This design comes from an exercise in tuning for small area on the open sky130 flow, not from production work. Only simulation tests tie the RTL to the original design; equivalence was not proved. Power and IR drop assume default switching activity.

==> inputs of run K <==
Design k1fcb, start of the top module:
module k1fcb (
    input  wire        clk,
    input  wire        rst,
    input  wire        in_valid,
    input  wire [7:0]  in_byte,
    output wire        in_ready,
    output wire        ob_valid,
    output wire [7:0]  ob_byte,
    output wire        rsp_valid,
    output wire [7:0]  rsp_op,
    output wire [7:0]  rsp_status,
    output wire [15:0] rsp_acc,
    output wire [7:0]  rsp_out,
    output wire [3:0]  rsp_xpos,
    output wire [1:0]  rsp_sflags,
    output wire [6:0]  rsp_rxn,
    output wire [6:0]  rsp_consumed,
    output wire        rsp_has_start,
    output wire [6:0]  rsp_start,
    output wire        rsp_ovf,
    output wire [15:0] rsp_len,
    output wire [15:0] rsp_type,
    output wire [15:0] rsp_dlen,
    output wire [15:0] rsp_crc_rx,
    output wire [15:0] rsp_crc_calc,
    output wire        rsp_crc_ok,
    output wire        rsp_dlen_ok,
    output wire        rsp_runt,
    output wire [6:0]  rsp_passes
);
==> flow/config.mk <==
export PLATFORM = sky130hd
export DESIGN_NAME = k1fcb
export DESIGN_NICKNAME = k1fcb
export VERILOG_FILES = /design/flow/design.v
export SDC_FILE = /design/flow/constraint.sdc
export NUM_CORES = 4
export LEC_CHECK = 0
export CAP_MARGIN = 20
export CORE_MARGIN = 2
export CORE_UTILIZATION = 40
export CTS_CLUSTER_DIAMETER = 150
export CTS_CLUSTER_SIZE = 25
export PLACE_DENSITY = 0.6
export SLEW_MARGIN = 20
==> flow/constraint.sdc <==
create_clock -name core_clock -period 11.0 [get_ports {clk}]
set_input_delay 2.2000 -clock core_clock [delete_from_list [all_inputs] [get_ports {clk}]]
set_output_delay 2.2000 -clock core_clock [all_outputs]
set_load 0.01 [all_outputs]
standard.sh (not shown) runs the stock make flow with config.mk's settings and CLKGATE_MAP_FILE= SYNTH_SCRIPT=/design/flow/synth_recipe.tcl, a recipe that flattens the netlist after the stock synthesis.
==> flow/flow/run.sh <==
#!/bin/bash
# Standard ORFS layout, except that the technology mapping in synthesis uses an
# area-oriented ABC script (flow/abc_map.script) in place of ORFS's abc_speed.script.
# Everything else (the synthesis passes before and after ABC, flop mapping, floorplan,
# power grid, placement, CTS, routing) is ORFS's own, run through the standard.sh.
set -euo pipefail
here=$(pwd)
rm -rf "$here/scripts"
cp -r "$FLOW_HOME/scripts" "$here/scripts"
cp "$here/flow/abc_map.script" "$here/scripts/abc_speed.script"
export SCRIPTS_DIR="$here/scripts"
bash "$here/standard.sh" > "$here/orfs_make.log" 2>&1
==> flow/flow/abc_map.script <==
strash
dch -f
map -a
strash
dc2
dch -f
map -a
strash
&get -n
&st
&dch -f
&nf -R 1000 -p
&put
==> run M (differences from run K) <==
--- a/flow/design.v
+++ b/flow/design.v
@@ -68,13 +68,14 @@
     reg  [15:0] acc;
     reg  [3:0]  xpos;
     reg  [1:0]  sflags;
     reg  [4:0]  st;
     reg  [4:0]  opr;         
+    reg  [6:0]  cons, passes;
     reg  [5:0]  ist, len, j;
     reg  [15:0] crx, crc, t;
-    reg         prev_ab; wire odd = rs[0], tlong = rs[1];
+    reg         prev_ab, odd, tlong;
     reg  [2:0]  rs;
     wire s_idle = st == S_IDLE;
     wire s_arg  = st == S_ARG;
     wire a_push = opr[4];
     wire a_xor  = opr[2];
@@ -89,12 +90,10 @@
                     in_byte == 8'h20 || in_byte == 8'h21 || in_byte == 8'h22 ||
                     in_byte == 8'h23 || in_byte == 8'h30;
     wire op_legal = op_multi || in_byte == 8'h00 || in_byte == 8'h01 || in_byte == 8'h02 ||
                     in_byte == 8'h10 || in_byte == 8'h12;
     wire t_end = t == 16'hFFFB;
-    wire [15:0] t_inc = t + 16'd1;
-    wire [6:0] cons = t[13:7];
     wire n_lt8 = (tph0 & ~full) | (tph[5:3] == 3'b111 & tph[2:0] != 3'b000);
     assign in_ready = (s_idle & (~(op_stat | op_flush) | tph0)) |
                       (s_arg & (~a_push | full | tph0)) |
                       (st == T_IN) |
                       (st == T_DATA & ~t_end);
@@ -164,11 +163,11 @@
     assign rsp_rxn       = {full, ph};
     assign rsp_consumed  = cons;
     assign rsp_has_start = (rs == R_WAITS) | rs[2];
     assign rsp_start     = {1'b0, ist};
     assign rsp_ovf       = rs == R_OVF;
-    assign rsp_passes    = t[6:0];
+    assign rsp_passes    = passes;
     wire [15:0] m_type = {ring[47:40] ^ 8'h6C, ring[39:32] ^ 8'h16};
     wire [15:0] m_dl   = {ring[63:56] ^ 8'hE6, ring[55:48] ^ 8'h14};
     wire [15:0] m_dlen = (len[5:1] == 5'd0) ? 16'd0 : m_dl;
     assign rsp_len      = {10'd0, len};
     assign rsp_type     = m_type;
@@ -217,11 +216,11 @@
         tph <= tph + 6'd1;
         j   <= j + 6'd1;
         if (drop_a | drop_b) begin
             ph   <= {5'd0, drop_a};
             full <= 1'b0;
-            t[13:7] <= cons_add;
+            cons <= cons_add;
         end
         if (rst) begin
             st <= S_IDLE;
             ph <= 6'd0;
             tph <= 6'd0;
@@ -243,15 +242,16 @@
                             full <= 1'b0;
                         end
                         8'h10: acc <= 16'd0;
                         8'h11, 8'h18, 8'h19, 8'h20: st <= S_ARG;
                         8'h21, 8'h22: begin
-                            t[13:0] <= 14'd1;
+                            cons <= 7'd0;
+                            passes <= 7'd1;
                             st <= D_START;
                         end
                         8'h23: begin
-                            t[13:7] <= {full, ph};
+                            cons <= {full, ph};
                             ph <= 6'd1;
                             full <= 1'b0;
                             rs <= R_OK;
                             st <= D_FIN;
                         end
@@ -287,17 +287,17 @@
                             st <= T_CHK;
                         end
                     end
                 end
                 T_CHK: begin
-                    rs[0] <= t[0];
-                    rs[1] <= t > 16'd65530;
+                    odd <= t[0];
+                    tlong <= t > 16'd65530;
                     j <= 6'd0;
                     st <= T_INC;
                 end
                 T_INC: begin
-                    t <= t_inc;
+                    t <= t + 16'd1;
                     if ((j == 6'd3 && !odd) || j == 6'd4) st <= T_H0;
                 end
                 T_H0: st <= T_H1;
                 T_H1: st <= T_H2;
                 T_H2: st <= T_H3;
@@ -308,11 +308,11 @@
                     st <= T_R0;
                 end
                 T_R0: begin
                     crc <= crc_out;
                     crx <= {ob, crx[15:8]};
-                    if (odd) t <= t_inc;
+                    if (odd) t <= t + 16'd1;
                     st <= T_R1;
                 end
                 T_R1: begin crc <= crc_out; st <= T_R2; end
                 T_R2: begin crc <= crc_out; st <= T_R3; end
                 T_R3: begin crc <= crc_out; st <= T_DATA; end
@@ -320,11 +320,11 @@
                     if (t_end) begin
                         j <= j;
                         st <= j[0] ? T_PAD : T_C0;
                     end else if (take) begin
                         crc <= crc_out;
-                        t <= t_inc;
+                        t <= t + 16'd1;
                     end else begin
                         j <= j;
                     end
                 end
                 T_PAD: begin crc <= crc_out; st <= T_C0; end
@@ -371,11 +371,11 @@
                     st <= D_MW;
                 end
                 D_DW: if (drop_a | drop_b) begin
                     if (rs == R_OVF) sflags[0] <= 1'b1;
                     if (opr[1]) begin
-                        t[6:0] <= t_inc[6:0];
+                        passes <= passes + 7'd1;
                         st <= D_START;
                     end else begin
                         st <= D_FIN;
                     end
                 end
==> flow/run.sh (new file) <==
#!/bin/bash
# synth_recipe.tcl (not shown) runs the flow's synth.tcl, then flattens the netlist and writes it again
# the make line also repeats each setting of config.mk as NAME=value (left out here)
make -C /OpenROAD-flow-scripts/flow DESIGN_CONFIG=/design/flow/config.mk WORK_HOME=/design/flow/orfs CLKGATE_MAP_FILE= SYNTH_SCRIPT=/design/flow/synth_recipe.tcl finish
- CTS_CLUSTER_DIAMETER: 150 -> unset
- CTS_CLUSTER_SIZE: 25 -> unset
removed: flow/flow/run.sh
removed: flow/flow/abc_map.script
removed: flow/standard.sh
==> comparison <==
Via count: run K is smaller than run M (about 8%).
Fmax: run M is higher than run K (about 5.5%).
In run K the global-route usage is higher than in run M, by 0.057 points.
In run K the synthesized cell count is smaller than in run M, by 8.7%.
In run M the total power is larger than in run K, by about 10%.
Against run K, the sequential cell count of run M is higher by 16.
Of run K and run M, run K has the higher combinational power (gap 39%, measured against run M).
==> figures <==
metric	run K	run M
Global routing met2 resource utilization	0.302	0.299
Unique masters post-synth	60	101
Finished layout cell area	21900 um2	25000 um2
Number of stages on the worst setup path	9	10
Share of final layout cell area taken by non-clock buffers	0.0832	0.0734
Summed instance area of the synthesized netlist	18800 um2	20600 um2
Part of the Yosys area used for sequential elements	0.704	0.664
Cell-internal power	3.58 mW	4.24 mW
Share of post-route cells with drive strength above 1	0.0352	0.0986
Status	no timing/DRC/antenna violations	no timing/DRC/antenna violations
Non-clock buffer count	188	189
Fill cell instance count of the final layout	4310	4533
Die boundary height	221 um	231 um
Met1 WL	22.5 mm	23.4 mm
Via-per-instance ratio	5.16	5.11
Share of cell area taken by multi-input logic gates	0.235	0.250

## port drivers added, routing unchanged
No port has a modelled driver above. Below, the same layouts with a new extraction and two added sets of constraints.
Step 1 sets driving cells, clkbuf_16 on the clock port and buf_2 on the other inputs (assumed; they add their load-dependent delay and slew).
Step 2 moves the port delays by t, midway between the first and last clock arrival at a register: inputs arrive t later, outputs are due t later. That takes back most of the time a late clock gives input paths.
a / b / c = ideal / step 1 / step 2; a / b = the first two.
run | t (ns) | slack for setup (ns) | worst setup path after step 2 | latest minus earliest clock arrival (ns) | worst data-port slew with drivers (ns)
run K | 0.628 | 3.272 / 3.248 / 3.248 | input to output | 0.060 / 0.060 | 0.04
run M | 0.673 | 3.677 / 3.653 / 3.653 | input to output | 0.054 / 0.054 | 0.09
After both steps every run listed still meets setup and hold.
